From an optimization exercise on the open Yosys and OpenROAD flow, aimed at small area, a short achievable clock period and few clock cycles; shortcuts taken in it are not production practice.
Where RTL was checked, it was by simulation tests only, not by an equivalence proof against the original.
Power figures rest on the tool's default switching activity, not on a simulated workload. The flow treats the clock pin as an ideal source, which a real chip does not have.

==> flow/design.v (excerpt) <==
module prb_link #(
    parameter PANEL_W     = 240,
    parameter PANEL_H     = 240,
    parameter LINE_W      = 160,
    parameter SRC_H       = 144,
    parameter MADCTL_INIT = 8'h00,
    parameter COLMOD_16BPP = 8'h55,
    parameter MS_CYCLES   = 8
) (
    input             clk,
    input             rst,
    input             cmd_valid,
    output            cmd_ready,
    input      [12:0] cmd_addr,
    input      [31:0] cmd_data,
    output reg        rsp_valid,
    output     [7:0]  rsp_code,
    output     [15:0] rsp_off,
    output reg        sck,
    output reg        mosi,
    output reg        dc,
    output reg        csn,
    output reg        rstn,
    output reg        bl
);
    localparam X0 = (PANEL_W - LINE_W) / 2;
    localparam Y0 = (PANEL_H - SRC_H) / 2;
    localparam NRING = LINE_W / 16;
    localparam [3:0] F_NONE        = 4'h0;
    localparam [3:0] F_BAD_ACCESS  = 4'h1;
    localparam [3:0] F_BAD_REG     = 4'h2;
    localparam [3:0] F_NOT_OPEN    = 4'h6;
    localparam [3:0] F_OPEN        = 4'h7;
    localparam [3:0] F_INVERTED    = 4'h8;
    localparam [3:0] F_RANGE       = 4'h9;
    localparam [3:0] F_UNINIT      = 4'hA;
    localparam [3:0] F_PAL_INDEX   = 4'hB;
    localparam [3:0] F_ROW_RANGE   = 4'hE;
    localparam [2:0] OP_INIT  = 3'd0;
    localparam [2:0] OP_WIN   = 3'd1;
    localparam [2:0] OP_FILL  = 3'd2;
    localparam [2:0] OP_DRAW  = 3'd3;
    localparam [2:0] OP_PIXEL = 3'd4;
    localparam [2:0] OP_INV   = 3'd5;
    localparam [2:0] OP_IDLE  = 3'd6;
    localparam [2:0] OP_POWER = 3'd7;
    localparam [1:0] IT_BYTE = 2'd0;
    localparam [1:0] IT_RST0 = 2'd1;
    localparam [1:0] IT_RST1 = 2'd2;
    localparam [1:0] IT_END  = 2'd3;
    localparam [4:0] LB_INVALID = 5'h10;
    localparam [4:0] LB_BADHI   = 5'h11;
    reg [5*LINE_W-1:0] lbr;      
    reg [255:0] palr;            
    reg [15:0]  pal_v;
    reg [3:0]   ph;
    reg         sweep;
    reg         xv;              
    reg         xc;              
    reg         xr;              
    reg [12:0]  xa;
    reg [31:0]  xd;
    reg         xk_mis, xk_lb, xk_pal, xk_reg, xk_drw, xk_op;
  ...
Size in the first run: about 1400 flip-flops, roughly 80 I/O pins, about 0.039 mm^2 of cells after synthesis.
clock: 8.0 ns
lec_check: 0
cap_margin: 20
core_margin: 2
core_utilization: 65
place_density: 0.75
slew_margin: 20
standard.sh (not shown) runs the stock make flow with config.mk's settings and CLKGATE_MAP_FILE= SYNTH_SCRIPT=/design/flow/synth_recipe.tcl, a recipe that flattens the netlist after the stock synthesis.
==> flow/flow/run.sh <==
#!/bin/bash
# The standard layout (the standard.sh) with: port buffers of buf_4 cells
# instead of the slow delay buffers buffer_ports picks by default; timing
# repair aiming at 5 ns of setup slack; larger clock-tree sink clusters and
# no dummy clock loads.
set -euo pipefail
bash standard.sh \
  BUFFER_PORTS_ARGS="-buffer_cell sky130_fd_sc_hd__buf_4" \
  SETUP_SLACK_MARGIN=5.45 \
  CTS_ARGS="-sink_clustering_enable -repair_clock_nets -sink_clustering_size 30 -sink_clustering_max_diameter 80 -dont_use_dummy_load" \
  finish > standard.log 2>&1
The baseline completed with no timing, DRC or antenna violations.
Testbench counts at the start, summed over its fixed seeds: cycles 170,644.
Rerun with:
--- a/flow/flow/run.sh
+++ b/flow/flow/run.sh
@@ -8,3 +8,3 @@
   BUFFER_PORTS_ARGS="-buffer_cell sky130_fd_sc_hd__buf_4" \
-  SETUP_SLACK_MARGIN=5.45 \
+  SETUP_SLACK_MARGIN=5.3 \
   CTS_ARGS="-sink_clustering_enable -repair_clock_nets -sink_clustering_size 30 -sink_clustering_max_diameter 80 -dont_use_dummy_load" \
The changed run finished with timing, DRC and antenna clean; routed wire length is lower by a few percent; sequential power hardly moves; maximum frequency is higher slightly; cell area is lower slightly.
Rerun with:
==> flow/flow/run.sh (replaced) <==
#!/bin/bash
# The standard layout (the standard.sh) with:
# - port buffers of buf_4 cells instead of the slow delay buffers that
#   buffer_ports picks by default;
# - timing repair aiming at 5.3 ns of setup slack (about a 2.7 ns period);
# - larger clock-tree sink clusters and no dummy clock loads.
set -euo pipefail
bash standard.sh \
  BUFFER_PORTS_ARGS="-buffer_cell sky130_fd_sc_hd__buf_4" \
  SETUP_SLACK_MARGIN=5.3 \
  CTS_ARGS="-sink_clustering_enable -repair_clock_nets -sink_clustering_size 16 -sink_clustering_max_diameter 60 -dont_use_dummy_load -sink_clustering_buffer sky130_fd_sc_hd__clkbuf_8" \
  finish > standard.log 2>&1
After rerunning: Worst setup slack is better by 12 ps; total power stays flat; combinational power hardly moves; first-iteration DRC count falls by roughly a tenth.
Rerun with:
==> flow/flow/run.sh (replaced) <==
#!/bin/bash
# The standard layout (the standard.sh) with: port buffers of buf_4 cells
# instead of the slow delay buffers buffer_ports picks by default; timing
# repair aiming at 5 ns of setup slack; larger clock-tree sink clusters and
# no dummy clock loads.
set -euo pipefail
bash standard.sh \
  BUFFER_PORTS_ARGS="-buffer_cell sky130_fd_sc_hd__buf_4" \
  SETUP_SLACK_MARGIN=5.6 \
  CTS_ARGS="-sink_clustering_enable -repair_clock_nets -sink_clustering_size 30 -sink_clustering_max_diameter 80 -dont_use_dummy_load" \
  finish > standard.log 2>&1
=> The new run went through all stages and came out clean; hold slack gets worse by 15 ps; worst setup slack gets better by 15 ps; non-clock buffer count goes up by 75; maximum frequency goes up by 0.56%; count of clock-buffer cells in the layout goes down by 42; clock skew goes up by 34 ps; final area goes up by 3.1%; combinational power goes up by 22%.
Rerun with:
==> flow/flow/run.sh (replaced) <==
#!/bin/bash
# The standard layout (the standard.sh) with:
# - port buffers of buf_4 cells instead of the slow delay buffers that
#   buffer_ports picks by default;
# - timing repair aiming at 5.45 ns of setup slack;
# - larger clock-tree sink clusters and no dummy clock loads.
set -euo pipefail
bash standard.sh \
  BUFFER_PORTS_ARGS="-buffer_cell sky130_fd_sc_hd__buf_4" \
  SETUP_SLACK_MARGIN=5.45 \
  CTS_ARGS="-sink_clustering_enable -repair_clock_nets -sink_clustering_size 16 -sink_clustering_max_diameter 60 -dont_use_dummy_load -sink_clustering_buffer sky130_fd_sc_hd__clkbuf_8" \
  finish > standard.log 2>&1
Effect: The new run went through all stages and came out clean; non-clock buffer count falls by 66; final cell count went down slightly; via count is lower slightly; clock skew falls by 33 ps; hold slack improves by 21 ps; utilization went down by 1.5 points; fmax stays flat; setup slack gains 3.7 ps; area after synthesis stays the same; wire length went down by a few percent; flip-flop and latch count is unchanged.

prb_link again, from the RTL that the note above started with.
export LEC_CHECK = 0
export CAP_MARGIN = 20
export CORE_MARGIN = 2
export CORE_UTILIZATION = 65
export PLACE_DENSITY = 0.75
export SLEW_MARGIN = 20
create_clock -name core_clock -period 8.0 [get_ports {clk}]
==> flow/flow/run.sh <==
#!/bin/bash
# The standard layout (the standard.sh) with: port buffers of buf_4 cells
# instead of the slow delay buffers buffer_ports picks by default; timing
# repair aiming at 5.3 ns of setup slack (a 2.7 ns period); larger clock-tree
# sink clusters and
# no dummy clock loads.
set -euo pipefail
bash standard.sh \
  BUFFER_PORTS_ARGS="-buffer_cell sky130_fd_sc_hd__buf_4" \
  SETUP_SLACK_MARGIN=5.3 \
  CTS_ARGS="-sink_clustering_enable -repair_clock_nets -sink_clustering_size 30 -sink_clustering_max_diameter 80 -dont_use_dummy_load" \
  finish > standard.log 2>&1
Testbench counts at the start, summed over its fixed seeds: cycles 170,644.
==> next run, changes <==
==> flow/flow/run.sh (replaced) <==
#!/bin/bash
# The standard layout (the standard.sh) with:
# - port buffers of buf_4 cells instead of the slow delay buffers that
#   buffer_ports picks by default;
# - timing repair aiming at 5.6 ns of setup slack;
# - larger clock-tree sink clusters and no dummy clock loads.
set -euo pipefail
bash standard.sh \
  BUFFER_PORTS_ARGS="-buffer_cell sky130_fd_sc_hd__buf_4" \
  SETUP_SLACK_MARGIN=5.6 \
  CTS_ARGS="-sink_clustering_enable -repair_clock_nets -sink_clustering_size 16 -sink_clustering_max_diameter 60 -dont_use_dummy_load -sink_clustering_buffer sky130_fd_sc_hd__clkbuf_8" \
  finish > standard.log 2>&1
Via count climbs slightly.
Cell count grows by a few percent.
Die area does not change.
Total power barely changes.
==> next run, changes <==
==> flow/flow/run.sh (replaced) <==
#!/bin/bash
# The standard layout (the standard.sh) with:
# - port buffers of buf_4 cells instead of the slow delay buffers that
#   buffer_ports picks by default;
# - timing repair aiming at 5.3 ns of setup slack (about a 2.7 ns period);
# - larger clock-tree sink clusters and no dummy clock loads.
set -euo pipefail
bash standard.sh \
  BUFFER_PORTS_ARGS="-buffer_cell sky130_fd_sc_hd__buf_4" \
  SETUP_SLACK_MARGIN=5.3 \
  CTS_ARGS="-sink_clustering_enable -repair_clock_nets -sink_clustering_size 24 -sink_clustering_max_diameter 80 -dont_use_dummy_load" \
  finish > standard.log 2>&1
What happened: Clock skew goes up by 0.025 ns. Routed wire length climbs by 4.9%. Setup slack degrades by 0.014 ns. Non-clock buffer count went down by 93. Die area stays the same.
==> next run, changes <==
--- a/flow/flow/run.sh
+++ b/flow/flow/run.sh
@@ -9,4 +9,4 @@
   BUFFER_PORTS_ARGS="-buffer_cell sky130_fd_sc_hd__buf_4" \
   SETUP_SLACK_MARGIN=5.3 \
-  CTS_ARGS="-sink_clustering_enable -repair_clock_nets -sink_clustering_size 24 -sink_clustering_max_diameter 80 -dont_use_dummy_load" \
+  CTS_ARGS="-sink_clustering_enable -repair_clock_nets -sink_clustering_size 20 -sink_clustering_max_diameter 50 -dont_use_dummy_load -sink_clustering_buffer sky130_fd_sc_hd__clkbuf_8" \
   finish > standard.log 2>&1
The changed run completed without violations.
Power goes down by 4.1%.
Die area does not change.
Synthesized cell count does not change.
Register-to-register slack is better by 0.07 ns.
Critical path depth drops by 4.
Clock-buffer cell count came out higher by 26.

the baseline:
prb_link, a different RTL version from the one above (not shown whole).
Size: about 1300 flip-flops, ~80 I/O pins.
Settings: LEC_CHECK=0, CAP_MARGIN=20, CORE_MARGIN=2, CORE_UTILIZATION=40, PLACE_DENSITY=0.6, SETUP_SLACK_MARGIN=4.5, SLEW_MARGIN=20; clock period 8.0 ns.
==> flow/flow/run.sh <==
#!/bin/bash
# The standard layout (the standard.sh), with the port buffers made of
# buf_4 cells instead of the slow delay buffers buffer_ports picks by default,
# and gate sizing not limited to cells of the same footprint.
set -euo pipefail
bash standard.sh BUFFER_PORTS_ARGS="-buffer_cell sky130_fd_sc_hd__buf_4" MATCH_CELL_FOOTPRINT=0 finish > standard.log 2>&1
For the candidate, these inputs were changed with respect to the baseline:
==> flow/flow/run.sh <==
#!/bin/bash
# The standard layout (the standard.sh), with the port buffers made of
# buf_4 cells instead of the slow delay buffers buffer_ports picks by default.
set -euo pipefail
bash standard.sh BUFFER_PORTS_ARGS="-buffer_cell sky130_fd_sc_hd__buf_4" finish > standard.log 2>&1
Notes after the runs:
On share of the final layout cell area in multi-input gates, the baseline and the candidate are neck and neck. Summary of the candidate over the baseline: layout-stage area growth over the synthesis result ~0 delta, maximum level of the CTS H-tree essentially unchanged. Compared the candidate against the baseline; number of top-level design ports within noise.
Function was not checked in any run of this note: the RTL went through the layout flow alone.

Another version of the RTL of prb_link (not shown whole).
Size: roughly 3200 cells after synthesis, about 1400 flip-flops, ~80 I/O pins, roughly 0.039 sq mm of cells after synthesis.
==> flow/config.mk <==
export PLATFORM = sky130hd
export DESIGN_NAME = prb_link
export DESIGN_NICKNAME = prb_link
export VERILOG_FILES = /design/flow/design.v
export SDC_FILE = /design/flow/constraint.sdc
export NUM_CORES = 4
export LEC_CHECK = 0
export CAP_MARGIN = 20
export CORE_MARGIN = 2
export CORE_UTILIZATION = 65
export PLACE_DENSITY = 0.75
export SLEW_MARGIN = 20
==> flow/constraint.sdc <==
create_clock -name core_clock -period 8.0 [get_ports {clk}]
set_input_delay 1.6000 -clock core_clock [delete_from_list [all_inputs] [get_ports {clk}]]
set_output_delay 1.6000 -clock core_clock [all_outputs]
set_load 0.01 [all_outputs]
==> flow/flow/run.sh <==
#!/bin/bash
# The standard layout (the standard.sh) with:
# - port buffers of buf_4 cells instead of the slow delay buffers that
#   buffer_ports picks by default;
# - timing repair aiming at 5.3 ns of setup slack (about a 2.7 ns period);
# - larger clock-tree sink clusters and no dummy clock loads.
set -euo pipefail
bash standard.sh \
  BUFFER_PORTS_ARGS="-buffer_cell sky130_fd_sc_hd__buf_4" \
  SETUP_SLACK_MARGIN=5.3 \
  CTS_ARGS="-sink_clustering_enable -repair_clock_nets -sink_clustering_size 24 -sink_clustering_max_diameter 80 -dont_use_dummy_load" \
  finish > standard.log 2>&1
Then changed:
--- a/flow/flow/run.sh
+++ b/flow/flow/run.sh
@@ -9,4 +9,4 @@
   BUFFER_PORTS_ARGS="-buffer_cell sky130_fd_sc_hd__buf_4" \
   SETUP_SLACK_MARGIN=5.3 \
-  CTS_ARGS="-sink_clustering_enable -repair_clock_nets -sink_clustering_size 24 -sink_clustering_max_diameter 80 -dont_use_dummy_load" \
+  CTS_ARGS="-sink_clustering_enable -repair_clock_nets -sink_clustering_size 16 -sink_clustering_max_diameter 60 -dont_use_dummy_load -sink_clustering_buffer sky130_fd_sc_hd__clkbuf_8" \
   finish > standard.log 2>&1
- The new run went through all stages and came out clean
- setup slack gets better by 0.050 ns
- utilization came out lower by 0.93 points
- critical path depth went down by 2
- count of clock-buffer cells in the layout rose by 30
- final cell count went up by 0.44%
- register-to-register slack is better by 0.05 ns
- die area stays the same
- total power falls by about 4%
- sequential share of layout area came out higher by 0.80 points
- synthesized cell count stays the same
- design area fell by 1.3%
No functional check of the RTL was part of any run of this note.

Another version of the RTL of prb_link (not shown whole).
Size in the first run: ~3100 cells after synthesis, about 0.039 sq mm of cells after synthesis.
Settings: LEC_CHECK=0, CAP_MARGIN=20, CORE_MARGIN=2, CORE_UTILIZATION=65, PLACE_DENSITY=0.75, SLEW_MARGIN=20; clock period 8.0 ns.
==> flow/flow/run.sh <==
#!/bin/bash
# The standard layout (the standard.sh) with: port buffers of buf_4 cells
# instead of the slow delay buffers buffer_ports picks by default; timing
# repair aiming at 5 ns of setup slack; larger clock-tree sink clusters and
# no dummy clock loads.
set -euo pipefail
bash standard.sh \
  BUFFER_PORTS_ARGS="-buffer_cell sky130_fd_sc_hd__buf_4" \
  SETUP_SLACK_MARGIN=5 \
  CTS_ARGS="-sink_clustering_enable -repair_clock_nets -sink_clustering_size 30 -sink_clustering_max_diameter 80 -dont_use_dummy_load" \
  finish > standard.log 2>&1
The first run ran to the end with no violations.
Then changed:
--- a/flow/flow/run.sh
+++ b/flow/flow/run.sh
@@ -9 +9 @@
-  SETUP_SLACK_MARGIN=5 \
+  SETUP_SLACK_MARGIN=5.6 \
After rerunning: The new run completed without violations. Non-clock buffer count rose by 140. Cell count rose by 3.7%. Via count rose by 5.3%.
Then changed:
--- a/flow/flow/run.sh
+++ b/flow/flow/run.sh
@@ -9 +9 @@
-  SETUP_SLACK_MARGIN=5.6 \
+  SETUP_SLACK_MARGIN=5 \
--- a/flow/config.mk
+++ b/flow/config.mk
@@ -7,0 +8 @@
+export ABC_AREA = 1
Effect:
- The new run ran to the end with no violations
- first-iteration DRC count increases by 56%
- critical path depth increases by 11
- synthesized cell count increases by 17%
- non-clock buffer count decreases by 159
- power increases by 0.48%
Then changed:
--- a/flow/flow/run.sh
+++ b/flow/flow/run.sh
@@ -10 +10 @@
-  CTS_ARGS="-sink_clustering_enable -repair_clock_nets -sink_clustering_size 30 -sink_clustering_max_diameter 80 -dont_use_dummy_load" \
+  CTS_ARGS="-sink_clustering_enable -repair_clock_nets -sink_clustering_size 22 -sink_clustering_max_diameter 100 -dont_use_dummy_load" \
--- a/flow/config.mk
+++ b/flow/config.mk
@@ -8 +7,0 @@
-export ABC_AREA = 1
@@ -11,2 +10,2 @@
-export CORE_UTILIZATION = 65
-export PLACE_DENSITY = 0.75
+export CORE_UTILIZATION = 55
+export PLACE_DENSITY = 0.7
What happened: The new run produced a clean layout; final cell count came out lower by a little under a tenth; worst setup slack improves by 0.057 ns; critical path depth goes down by 6; global-route usage goes down by 12 points.
Then changed:
--- a/flow/flow/run.sh
+++ b/flow/flow/run.sh
@@ -9,2 +9,2 @@
-  SETUP_SLACK_MARGIN=5 \
-  CTS_ARGS="-sink_clustering_enable -repair_clock_nets -sink_clustering_size 22 -sink_clustering_max_diameter 100 -dont_use_dummy_load" \
+  SETUP_SLACK_MARGIN=5.3 \
+  CTS_ARGS="-sink_clustering_enable -repair_clock_nets -sink_clustering_size 30 -sink_clustering_max_diameter 80 -dont_use_dummy_load" \
--- a/flow/config.mk
+++ b/flow/config.mk
@@ -10,2 +10,2 @@
-export CORE_UTILIZATION = 55
-export PLACE_DENSITY = 0.7
+export CORE_UTILIZATION = 65
+export PLACE_DENSITY = 0.75
Result: The new run finished with timing, DRC and antenna clean; worst setup slack gains 0.14 ns; die area went down by 15%; routed wire length rises by about 7%.
Then changed:
--- a/flow/flow/run.sh
+++ b/flow/flow/run.sh
@@ -9,2 +9,2 @@
-  SETUP_SLACK_MARGIN=5.3 \
-  CTS_ARGS="-sink_clustering_enable -repair_clock_nets -sink_clustering_size 30 -sink_clustering_max_diameter 80 -dont_use_dummy_load" \
+  SETUP_SLACK_MARGIN=5 \
+  CTS_ARGS="-sink_clustering_enable -repair_clock_nets -sink_clustering_size 30 -sink_clustering_max_diameter 120 -dont_use_dummy_load" \
--- a/flow/config.mk
+++ b/flow/config.mk
@@ -10,2 +10,2 @@
-export CORE_UTILIZATION = 65
-export PLACE_DENSITY = 0.75
+export CORE_UTILIZATION = 55
+export PLACE_DENSITY = 0.7
- The new run finished with timing, DRC and antenna clean
- worst setup slack gets worse by 0.099 ns
- register-to-register slack gets worse by 0.20 ns
- die area grows by about 18%
- synthesized cell count stays the same
- fmax shrinks by about 3.4%
- wire length shrinks by 8.5%
- synthesized area is unchanged
- critical path depth shrinks by 1
No run of this note included a check of the RTL's function; only the layout flow was run.

==> static timing again, ports no longer ideal <==
No port has a modelled driver above. Below, the same layouts with a new extraction and two added sets of constraints.
Step 1: set_driving_cell puts a clkbuf_16 on clk and a buf_2 on each other input, an assumption about the parent block.
Step 2 times the ports against the registers' clock, not the clock port: input delays grow and output delays shrink by t, the midpoint of the rising clock arrivals with the driver on.
Three values: ideal ports, drivers, drivers and shift; two values: the first two.
| run | shift t [ns] | slack for setup (ns) | hold WS [ns] | cell pins on the clock port's net |
|---|---|---|---|---|
| the first run of note 1 | 0.698 | 5.237 / 5.173 / 4.838 | 0.287 / 0.287 / 0.287 | 1 |
| the second run of note 1 | 0.698 | 5.273 / 5.244 / 4.687 | 0.285 / 0.285 / 0.285 | 1 |
| the third run of note 1 | 0.659 | 5.285 / 5.259 / 4.697 | 0.284 / 0.284 / 0.284 | 1 |
| the fourth run of note 1 | 0.679 | 5.300 / 5.236 / 4.811 | 0.268 / 0.268 / 0.268 | 1 |
| the fifth run of note 1 | 0.674 | 5.304 / 5.236 / 4.834 | 0.289 / 0.289 / 0.289 | 1 |
| the first run of note 2 | 0.698 | 5.273 / 5.244 / 4.687 | 0.285 / 0.285 / 0.285 | 1 |
| the second run of note 2 | 0.666 | 5.283 / 5.220 / 4.916 | 0.308 / 0.308 / 0.308 | 1 |
| the third run of note 2 | 0.670 | 5.269 / 5.262 / 4.697 | 0.303 / 0.303 / 0.303 | 1 |
| the fourth run of note 2 | 0.664 | 5.323 / 5.257 / 4.715 | 0.271 / 0.271 / 0.271 | 1 |
| the baseline | 0.784 | 4.473 / 4.473 / 3.818 | 0.300 / 0.300 / 0.300 | 1 |
| the candidate | 0.784 | 4.473 / 4.473 / 3.818 | 0.300 / 0.300 / 0.300 | 1 |
| the first run of note 4 | 0.690 | 5.044 / 5.044 / 4.550 | 0.294 / 0.294 / 0.294 | 1 |
| the second run of note 4 | 0.667 | 5.094 / 5.094 / 4.604 | 0.282 / 0.282 / 0.282 | 1 |
| the first run of note 5 | 0.680 | 5.076 / 5.054 / 4.427 | 0.298 / 0.298 / 0.298 | 1 |
| the second run of note 5 | 0.688 | 5.299 / 5.234 / 4.771 | 0.291 / 0.291 / 0.291 | 1 |
| the third run of note 5 | 0.713 | 5.002 / 5.002 / 4.494 | 0.246 / 0.246 / 0.246 | 1 |
| the fourth run of note 5 | 0.667 | 5.060 / 5.037 / 4.483 | 0.275 / 0.275 / 0.275 | 1 |
| the fifth run of note 5 | 0.718 | 5.197 / 5.129 / 4.712 | 0.299 / 0.299 / 0.299 | 1 |
| the sixth run of note 5 | 0.682 | 5.097 / 5.033 / 4.538 | 0.294 / 0.294 / 0.294 | 1 |
After both steps every run listed still meets setup and hold.
